What follows belongs to an exercise in optimizing a design on an open flow for small area, a short achievable clock period and few clock cycles; a production flow would make more cautious choices.
RTL that was checked went through simulation tests only; none was proved equivalent to the original.

==> v5 <==
## zmc_profile
module zmc_profile #(
    parameter PPR = 2000    
) (
    input             clk,
    input             rst,
    input             in_valid,
    output            in_ready,
    input             in_op,
    input      [31:0] in_now,
    input      [15:0] in_start,
    input      [15:0] in_target,
    input      [15:0] in_time,
    input      [15:0] in_tad,
    output reg        out_valid,
    output     [15:0] pos_sp,
    output reg [1:0]  status
);
export LEC_CHECK = 0
export CAP_MARGIN = 60
export CORE_MARGIN = 2
export CORE_UTILIZATION = 55
export PLACE_DENSITY = 0.7
export SLEW_MARGIN = 60
create_clock -name core_clock -period 22.0 [get_ports {clk}]
standard.sh (not shown) runs the stock make flow with config.mk's settings and CLKGATE_MAP_FILE= SYNTH_SCRIPT=/design/flow/synth_recipe.tcl, a recipe that flattens the netlist after the stock synthesis.
==> flow/flow/run.sh <==
#!/bin/bash
# The standard layout, with the port buffers made from buf_2 cells instead of
# the default choice (a delay buffer).
set -o pipefail
export BUFFER_PORTS_ARGS="-buffer_cell sky130_fd_sc_hd__buf_2"
bash standard.sh > standard.log 2>&1
==> inputs of v10, as changes to v5 <==
--- a/flow/design.v
+++ b/flow/design.v
@@ -1912,19 +1912,20 @@
     localparam K_CMP = 3'b011, K_REJ = 3'b001, K_IDL = 3'b101;
     localparam integer F = 11;
     reg         rdy_q, nrdy;
     assign in_ready = rdy_q;
     wire        acc = in_valid && !nrdy;
-    reg         v0, op0;
+    reg         v0, op0, rj_lt, rj_eq, rj_le;
+    wire [16:0] in_2a = {in_tad, 1'b0};
     reg  [31:0] now0;                 
-    reg  [15:0] tim0, tad0;
     wire [15:0] tgt0 = now0[31:16];
     wire [10:0] st0  = now0[10:0];
     reg         active, cb;
     reg  [31:0] t0;
     reg  [15:0] pT, pTmA;
-    reg  [14:0] pA;
+    reg  [15:0] pA16;                 
+    wire [14:0] pA = pA16[14:0];
     reg  [10:0] pStartN, pEN;         
     reg  [10:0] pStart, pE;
     reg  [5:0]  pBn, pBo, pBt;        
     reg  [29:0] dn0, dn1;             
     reg  [4:0]  lz0, lz1;
@@ -1935,43 +1936,43 @@
     generate
         for (g = 1; g <= F; g = g + 1) begin : g_drv
             assign drv[g] = kd[g][2] && !kd[g][0];
         end
     endgenerate
-    wire        rej   = ({1'b0, tim0} <= {tad0, 1'b0});
+    wire        rej   = rj_lt || (rj_eq && rj_le);
     wire [32:0] tf    = {1'b0, now0} - {1'b0, t0};
     wire [31:0] t     = tf[31:0];
     wire [15:0] t16   = t[15:0];
     wire [33:0] y3    = {2'b00, now0} - {2'b00, t0} - {18'd0, pT};
     wire        fin   = tf[32] ? (!y3[33] || y3[32]) : !y3[33];
     wire        ph_a  = (t16 < {1'b0, pA});
     wire        ph_d  = (t16 > pTmA);
-    wire [15:0] tdiff = tim0 - tad0;                           
-    wire        dflight = |(vv[F-1:1] & drv[F-1:1]);
+    wire [15:0] tdiff = pT - pA16;                             
+    wire        dflight = |(vv[F-2:1] & drv[F-2:1]);
     wire        dnr0    = v0 && op0 && !rej;
     wire        hold0   = dnr0 && dflight;
     wire        adv0    = v0 && !hold0;
     reg  [2:0]  k_s1;
     always @* begin
         if (op0)          k_s1 = rej ? K_REJ : K_DRV;
         else if (!active) k_s1 = K_IDL;
         else if (fin)     k_s1 = K_CMP;
-        else if (!ph_a && ph_d) k_s1 = K_DEC;
         else              k_s1 = K_MOV;
     end
+    reg         dph_1;
+    wire [2:0]  k_s2 = (kd[1] == K_MOV && dph_1) ? K_DEC : kd[1];
     wire        bk_s1 = op0 ? !cb : cb;
     wire [11:0] e_s = {1'b0, tgt0[10:0]} + {2'b00, tgt0[15:11], 5'd0}
                     + {3'b000, tgt0[15:11], 4'd0};
     wire [10:0] e_m = (e_s >= 12'd2000) ? e_s - 12'd2000 : e_s[10:0];
     wire [15:0] u    = pT - t16;
     wire [16:0] tw   = {t16, 1'b0} - {2'b00, pA};
     wire [14:0] ks   = (pA == 15'd0) ? 15'd1 : pA;
-    wire [14:0] kd0  = (tad0[14:0] == 15'd0) ? 15'd1 : tad0[14:0];
     reg  [14:0] a1;
     reg  [16:0] b1;
     always @* begin
-        if (op0)       begin a1 = kd0;       b1 = {tdiff, 1'b0};         end
+        if (op0)       begin a1 = ks;        b1 = {tdiff, 1'b0};         end
         else if (ph_a) begin a1 = t16[14:0]; b1 = {2'b00, t16[14:0]};    end
         else if (ph_d) begin a1 = u[14:0];   b1 = {2'b00, u[14:0]};      end
         else           begin a1 = ks;        b1 = tw;                    end
     end
     reg  [14:0] a_1;
@@ -2113,40 +2114,43 @@
     wire        rneg = rsum[32];
     wire [10:0] qs   = qp_a[11] - qn_a[11];
     wire        zq10 = kd[10][2] || kd[10][0];
     wire        dc10 = kd[10][1];
     wire [12:0] qx_n = {13{dc10}} ^ {2'b00, qs & {11{!zq10}}};
+    wire [10:0] base_n = dc10 ? pE : (drv[F-1] ? pStartN : pStart);
+    reg  [10:0] base_11;
     reg         neg_11, nz_11;
     reg  [12:0] qx_11;
     wire        decF = kd[F][1];
     wire        ng   = neg_11;
     wire        nze  = nz_11;
-    wire [10:0] base = decF ? pE : (drv[F] ? pStartN : pStart);
+    wire [10:0] base = base_11;
     wire [12:0] qx   = qx_11;
     wire [12:0] cx   = decF ? {11'd0, ng, !ng && !nze} - {12'd0, ng && nze}
                             : {13{ng}};
     wire [12:0] sv   = {2'b00, base} + qx + cx;       
     wire [12:0] svp  = sv + 13'd2000;
     wire [12:0] svm  = sv - 13'd2000;
     wire [10:0] posn = sv[12] ? svp[10:0] : (!svm[12] ? svm[10:0] : sv[10:0]);
     reg  [10:0] pos_q;
     assign pos_sp = {5'd0, pos_q};
-    wire dfl_next = (adv0 && dnr0) || |(vv[F-2:1] & drv[F-2:1]);
+    wire dfl_next = (adv0 && dnr0) || |(vv[F-3:1] & drv[F-3:1]);
     integer k;
     always @(posedge clk) begin
         if (!nrdy) begin
             op0  <= in_op;
+            rj_lt <= ({1'b0, in_time[15:8]} < in_2a[16:8]);
+            rj_eq <= ({1'b0, in_time[15:8]} == in_2a[16:8]);
+            rj_le <= (in_time[7:0] <= in_2a[7:0]);
             now0 <= in_op ? {in_target, 5'd0, in_start[10:0]} : in_now;
-            tim0 <= in_time;
-            tad0 <= in_tad;
         end
-        if (acc && in_op) t0 <= in_now;
-        if (v0 && op0) begin
-            pT   <= tim0;
-            pA   <= tad0[14:0];
-            pTmA <= tdiff;
+        if (acc && in_op) begin
+            t0   <= in_now;
+            pT   <= in_time;
+            pA16 <= in_tad;
         end
+        if (v0 && op0) pTmA <= tdiff;
         if (adv0 && dnr0) begin
             pStartN <= st0;
             pEN     <= e_m;
         end
         a_1   <= a1;
@@ -2166,24 +2170,28 @@
             else       begin dn0 <= pn[29:0]; lz0 <= amt; end
             pBn <= dbn;
             pBo <= dbo;
             pBt <= dbt;
         end
-        if (vv[F] && drv[F]) begin
+        base_11 <= base_n;
+        if (vv[F-1] && drv[F-1]) begin
             pStart <= pStartN;
             pE     <= pEN;
         end
         pos_q  <= posn;
         status <= {kd[F][0] && !kd[F][1], kd[F][0] && (kd[F][1] || kd[F][2])};
-        for (k = F; k >= 2; k = k - 1) begin
+        for (k = F; k >= 3; k = k - 1)
             kd[k]  <= kd[k-1];
+        kd[2]  <= k_s2;
+        dph_1  <= !ph_a && ph_d;
+        for (k = F; k >= 2; k = k - 1)
             bk[k]  <= bk[k-1];
+        for (k = F; k >= 5; k = k - 1)
             bkn[k] <= bkn[k-1];
-        end
+        bkn[4] <= !bk[3];                 
         kd[1]  <= k_s1;
         bk[1]  <= bk_s1;
-        bkn[1] <= !bk_s1;
         if (adv0 && dnr0) cb <= !cb;
         if (rst) begin
             rdy_q     <= 1'b1;
             nrdy      <= 1'b0;
             v0        <= 1'b0;
- CAP_MARGIN: 60 -> 40
- SLEW_MARGIN: 60 -> 40
==> impl_metrics.json <==
{
  "status": "timing/DRC/antenna clean",
  "synth_cells": 6025,
  "wl_met1_mm": 67.11,
  "grt_usage_pct": 26.41,
  "path_buf_inv": 2,
  "dp_slack_ps": 15340
}
-- figures above: v10

==> impl_metrics.json <==
{
  "grt_usage_pct": 25.61,
  "place_area_mm2": 0.06863,
  "synth_top_family_by_area": "adder cells",
  "status": "timing/DRC/antenna clean",
  "io_buffers": 109,
  "path_buf_inv": 3,
  "largest_cell_class": "multi-input gates",
  "synth_cells": 5972,
  "wl_met1_mm": 66.45,
  "grt_first_pass_wirelength_mm": 248.8
}
-- figures above: v5

Testbench counts of v5, summed over its fixed seeds: cycles 12,179.
Testbench counts of v10, summed over its fixed seeds: cycles 12,168.

---

==> job 7458: inputs <==
Another version of the RTL of zmc_profile (not shown whole).
clock: 22.0 ns
lec_check: 0
cap_margin: 20
core_margin: 2
core_utilization: 40
place_density: 0.6
slew_margin: 20
run.sh (not shown) runs the stock make flow with config.mk's settings and CLKGATE_MAP_FILE= SYNTH_SCRIPT=/design/flow/synth_recipe.tcl, a recipe that flattens the netlist after the stock synthesis.
Stock flow here: none of the scripts above is used.
==> job 2480 (differences from job 7458) <==
--- a/flow/design.v
+++ b/flow/design.v
@@ -3154,89 +3154,73 @@
     input      [15:0] in_time,
     input      [15:0] in_tad,
     output reg        out_valid,
     output     [15:0] pos_sp,
     output reg [1:0]  status
 );
-    localparam S_MOVING   = 2'd0;
-    localparam S_COMPLETE = 2'd1;
-    localparam S_REJECTED = 2'd2;
-    localparam S_NOPROF   = 2'd3;
-    localparam SEL_CRU = 2'd0, SEL_ACC = 2'd1, SEL_DEC = 2'd2, SEL_DRV = 2'd3;
+    localparam K_MOV = 3'b000, K_DEC = 3'b010, K_DRV = 3'b100;
+    localparam K_CMP = 3'b011, K_REJ = 3'b001, K_IDL = 3'b101;
     localparam integer F = 17;
-    reg         rdy_q;
+    reg         rdy_q, nrdy;
     assign in_ready = rdy_q;
-    wire        acc = in_valid && rdy_q;
+    wire        acc = in_valid && !nrdy;
     reg         v0, op0;
     reg  [31:0] now0;
     reg  [15:0] tgt0, tim0, tad0;
     reg  [10:0] st0;
     reg         active, cb;
     reg  [31:0] t0;
-    reg  [15:0] pT, pTmA;
+    reg  [15:0] pT;
     reg  [14:0] pA;
     reg  [10:0] pStartN, pEN;         
     reg  [10:0] pStart, pE, pD;
     reg  [30:0] den0, den1;
-    reg  [F:1]  vv, drv, bk, dcc, zq;
-    reg  [1:0]  stt [1:F];
-    wire [16:0] tdiff = {1'b0, tim0} - {1'b0, tad0};           
+    reg  [F:1]  vv, bk, bkn;
+    reg  [2:0]  kd [1:F];
+    wire [F:1]  drv;
+    genvar g;
+    generate
+        for (g = 1; g <= F; g = g + 1) begin : g_drv
+            assign drv[g] = kd[g][2] && !kd[g][0];
+        end
+    endgenerate
     wire        rej   = ({1'b0, tim0} <= {tad0, 1'b0});
     wire [31:0] t     = now0 - t0;
     wire [15:0] t16   = t[15:0];
     wire        fin   = (t[31:16] != 16'd0) || (t16 >= pT);
-    wire        ph_a  = (t16 < {1'b0, pA});
-    wire        ph_d  = (t16 > pTmA);
     wire        dflight = |(vv[F-1:1] & drv[F-1:1]);
     wire        dnr0    = v0 && op0 && !rej;
     wire        hold0   = dnr0 && dflight;
     wire        adv0    = v0 && !hold0;
-    reg  [1:0]  sel_s1, st_s1;
-    reg         dec_s1, zq_s1, bk_s1;
+    reg  [2:0]  k_s1;
     always @* begin
-        sel_s1 = SEL_CRU;
-        bk_s1  = cb;
-        st_s1  = S_MOVING;
-        dec_s1 = 1'b0;
-        zq_s1  = 1'b0;
-        if (op0) begin
-            sel_s1 = SEL_DRV;
-            bk_s1  = !cb;
-            zq_s1  = 1'b1;
-            if (rej) st_s1 = S_REJECTED;
-        end else if (!active) begin
-            st_s1 = S_NOPROF;
-        end else if (fin) begin
-            st_s1  = S_COMPLETE;
-            dec_s1 = 1'b1;
-            zq_s1  = 1'b1;
-        end else if (ph_a) begin
-            sel_s1 = SEL_ACC;
-        end else if (ph_d) begin
-            sel_s1 = SEL_DEC;
-            dec_s1 = 1'b1;
-        end
+        if (op0)          k_s1 = rej ? K_REJ : K_DRV;
+        else if (!active) k_s1 = K_IDL;
+        else if (fin)     k_s1 = K_CMP;
+        else              k_s1 = K_MOV;
     end
+    wire        bk_s1 = op0 ? !cb : cb;
     wire [11:0] e_s = {1'b0, tgt0[10:0]} + {2'b00, tgt0[15:11], 5'd0}
                     + {3'b000, tgt0[15:11], 4'd0};
     wire [10:0] e_m = (e_s >= 12'd2000) ? e_s - 12'd2000 : e_s[10:0];
     reg  [15:0] t16_1;
-    reg  [1:0]  sel_1;
-    wire [15:0] u  = pT - t16_1;
-    wire [16:0] tw = {t16_1, 1'b0} - {2'b00, pA};
-    wire [14:0] ks = (pA == 15'd0) ? 15'd1 : pA;
+    wire [15:0] u    = pT - t16_1;
+    wire        ph_a = (t16_1 < {1'b0, pA});
+    wire        ph_d = (u < {1'b0, pA});
+    wire [16:0] tw   = {t16_1, 1'b0} - {2'b00, pA};
+    wire [15:0] tma  = pT - {1'b0, pA};
+    wire [14:0] ks   = (pA == 15'd0) ? 15'd1 : pA;
     reg  [14:0] a1;
     reg  [16:0] b1;
     always @* begin
-        case (sel_1)
-            SEL_ACC: begin a1 = t16_1[14:0]; b1 = {2'b00, t16_1[14:0]}; end
-            SEL_DEC: begin a1 = u[14:0];     b1 = {2'b00, u[14:0]};     end
-            SEL_DRV: begin a1 = ks;          b1 = {pTmA, 1'b0};         end
-            default: begin a1 = ks;          b1 = tw;                   end
-        endcase
+        if (kd[1][2])  begin a1 = ks;          b1 = {tma, 1'b0};          end
+        else if (ph_a) begin a1 = t16_1[14:0]; b1 = {2'b00, t16_1[14:0]}; end
+        else if (ph_d) begin a1 = u[14:0];     b1 = {2'b00, u[14:0]};     end
+        else           begin a1 = ks;          b1 = tw;                   end
     end
+    wire [2:0]  k_s2 = (kd[1] == K_MOV && !ph_a && ph_d) ? K_DEC : kd[1];
     reg  [14:0] a_2;
     reg  [16:0] b_2;
     wire [30:0] m1s, m1c;
     zmc_mul1 u_mul1 (.a(a_2), .b(b_2), .s(m1s), .c(m1c));
     reg  [30:0] m1s_3, m1c_3;
     wire [30:0] prod = m1s_3 + m1c_3;
@@ -3256,64 +3240,71 @@
     genvar s;
     generate
         for (s = 0; s < 11; s = s + 1) begin : g_div
             localparam J = 10 - s;
             wire [J+30:0] ro;
             wire          qb;
-            wire [30:0]   dn = bk[6+s] ? den1 : den0;
+            wire [30:0]   dn = {bkn[6+s] ? den0[30:16] : den1[30:16],
+                                bk[6+s]  ? den1[15:0]  : den0[15:0]};
             zmc_pdiv #(.J(J)) u_step (
                 .rem_in(rs[s][J+31:0]), .den(dn), .rem_out(ro), .qbit(qb)
             );
             reg [J+30:0] r_q;
             reg [10-J:0] q_q;
+            wire [10-J:0] qn;
+            if (J < 10) begin : g_qn
+                assign qn = {qs[s][10:J+1], qb};
+            end else begin : g_qn0
+                assign qn = qb;
+            end
             always @(posedge clk) begin
                 r_q <= ro;
-                q_q <= {qs[s][10:J+1], qb};
+                q_q <= qn;
             end
             assign rs[s+1] = {{(11-J){1'b0}}, r_q};
             if (J > 0) begin : g_q
                 assign qs[s+1] = {q_q, {J{1'b0}}};
             end else begin : g_q0
                 assign qs[s+1] = q_q;
             end
         end
     endgenerate
     wire [30:0] rfin = rs[11][30:0];
-    wire [10:0] qe   = zq[F] ? 11'd0 : qs[11];
-    wire        nze  = !zq[F] && (rfin != 31'd0);
-    wire [10:0] base = dcc[F] ? pE : (drv[F] ? pStartN : pStart);
+    wire        zqF  = kd[F][2] || kd[F][0];
+    wire        decF = kd[F][1];
+    wire [10:0] qe   = zqF ? 11'd0 : qs[11];
+    wire        nze  = !zqF && (rfin != 31'd0);
+    wire [10:0] base = decF ? pE : (drv[F] ? pStartN : pStart);
     wire [12:0] sdn  = {2'b00, base} - {2'b00, qe} - {12'd0, nze};
     wire [12:0] sup  = {2'b00, base} + {2'b00, qe};
     wire [12:0] sdm  = sdn[12] ? sdn + 13'd2000 : sdn;
     wire [12:0] sum  = (sup >= 13'd2000) ? sup - 13'd2000 : sup;
-    wire [10:0] posn = dcc[F] ? sdm[10:0] : sum[10:0];
+    wire [10:0] posn = decF ? sdm[10:0] : sum[10:0];
     reg  [10:0] pos_q;
     assign pos_sp = {5'd0, pos_q};
     wire dfl_next = (adv0 && dnr0) || |(vv[F-2:1] & drv[F-2:1]);
     integer k;
     always @(posedge clk) begin
-        if (rdy_q) begin
+        if (!nrdy) begin
             op0  <= in_op;
             now0 <= in_now;
             tgt0 <= in_target;
             st0  <= in_start[10:0];
             tim0 <= in_time;
             tad0 <= in_tad;
         end
         if (v0 && op0) begin
             t0   <= now0;
             pT   <= tim0;
             pA   <= tad0[14:0];
-            pTmA <= tdiff[15:0];
         end
         if (adv0 && dnr0) begin
             pStartN <= st0;
             pEN     <= e_m;
         end
         t16_1 <= t16;
-        sel_1 <= sel_s1;
         a_2   <= a1;
         b_2   <= b1;
         m1s_3 <= m1s;
         m1c_3 <= m1c;
         p_4   <= prod;
         m2s_5 <= m2s;
@@ -3326,28 +3317,28 @@
         end
         if (vv[F] && drv[F]) begin
             pStart <= pStartN;
             pE     <= pEN;
         end
         pos_q  <= posn;
-        status <= stt[F];
-        for (k = F; k >= 2; k = k - 1) begin
-            stt[k] <= stt[k-1];
-            dcc[k] <= dcc[k-1];
-            zq[k]  <= zq[k-1];
-            drv[k] <= drv[k-1];
+        status <= {kd[F][0] && !kd[F][1], kd[F][0] && (kd[F][1] || kd[F][2])};
+        for (k = F; k >= 3; k = k - 1) begin
+            kd[k]  <= kd[k-1];
             bk[k]  <= bk[k-1];
+            bkn[k] <= bkn[k-1];
         end
-        stt[1] <= st_s1;
-        dcc[1] <= dec_s1;
-        zq[1]  <= zq_s1;
-        drv[1] <= dnr0;
+        kd[2]  <= k_s2;
+        bk[2]  <= bk[1];
+        bkn[2] <= bkn[1];
+        kd[1]  <= k_s1;
         bk[1]  <= bk_s1;
+        bkn[1] <= !bk_s1;
         if (adv0 && dnr0) cb <= !cb;
         if (rst) begin
             rdy_q     <= 1'b1;
+            nrdy      <= 1'b0;
             v0        <= 1'b0;
             vv        <= {F{1'b0}};
             out_valid <= 1'b0;
             active    <= 1'b0;
         end else begin
             v0 <= acc || hold0;
@@ -3355,9 +3346,10 @@
             out_valid <= vv[F];
             if (adv0) begin
                 if (op0) active <= !rej;
                 else if (active && fin) active <= 1'b0;
             end
             rdy_q <= !(((acc && in_op) || hold0) && dfl_next);
+            nrdy  <= ((acc && in_op) || hold0) && dfl_next;
         end
     end
 endmodule
Settings changed: CAP_MARGIN 20 to 60, CORE_UTILIZATION 40 to 55, PLACE_DENSITY 0.6 to 0.7, SLEW_MARGIN 20 to 60.
==> summary.txt <==
item	job 7458	job 2480
Fraction of area in registers	30.9%	30.0%
Number of instances in the synthesized netlist	7911	7931
Proportion of synthesized chip area in sequential cells	34.1%	32.9%
Final #Nets	9071	9104
Count of placed standard cells including taps	10200	9569
Buffer share of cell area	1.61%	1.94%
Routed wire per std cell	16.2 µm	17.9 µm
Half-perimeter wire length after placement	133000 µm	139000 µm
Average vias per placed instance	5.15	5.74
Total Routed Length	170000 µm	176000 µm
Result of the run	timing/DRC/antenna clean	timing/DRC/antenna clean
Critical hold path startpoint	g_div[4].q_q[3]	g_div[8].q_q[8]
Hold worst-path end	g_div[5].q_q[4]	g_div[9].q_q[9]
Testbench counts of job 7458, summed over its fixed seeds: cycles 12,327.
Only the layout flow was run in job 2480; the RTL was not checked for function there.

[afterwards: timing with drivers on the ports]
No port has a modelled driver above. Below, the same layouts with a new extraction and two added sets of constraints.
Step 1, drivers: a clkbuf_16 drives clk and a buf_2 each remaining input, both assumed.
Step 2 times the ports against the registers' clock, not the clock port: input delays grow and output delays shrink by t, the midpoint of the rising clock arrivals with the driver on.
Three values: ideal, step 1, step 2; two values: the first two.
| run | shift t [ns] | slack for setup (ns) | hold slack, ns | latest minus earliest clock arrival (ns) |
|---|---|---|---|---|
| v5 | 0.751 | 16.264 / 16.257 / 16.200 | 0.318 / 0.318 / 0.318 | 0.105 / 0.104 |
| v10 | 0.770 | 16.185 / 16.185 / 15.637 | 0.324 / 0.324 / 0.324 | 0.063 / 0.062 |
| job 7458 | 0.854 | 15.505 / 15.425 / 16.045 | 0.320 / 0.320 / 0.320 | 0.030 / 0.030 |
| job 2480 | 0.834 | 15.941 / 15.863 / 16.632 | 0.314 / 0.314 / 0.314 | 0.034 / 0.034 |
After both steps every run listed still meets setup and hold. The setup slack of v10, which loses most, moves by 0.000 ns with the drivers and by -0.548 ns with both steps.
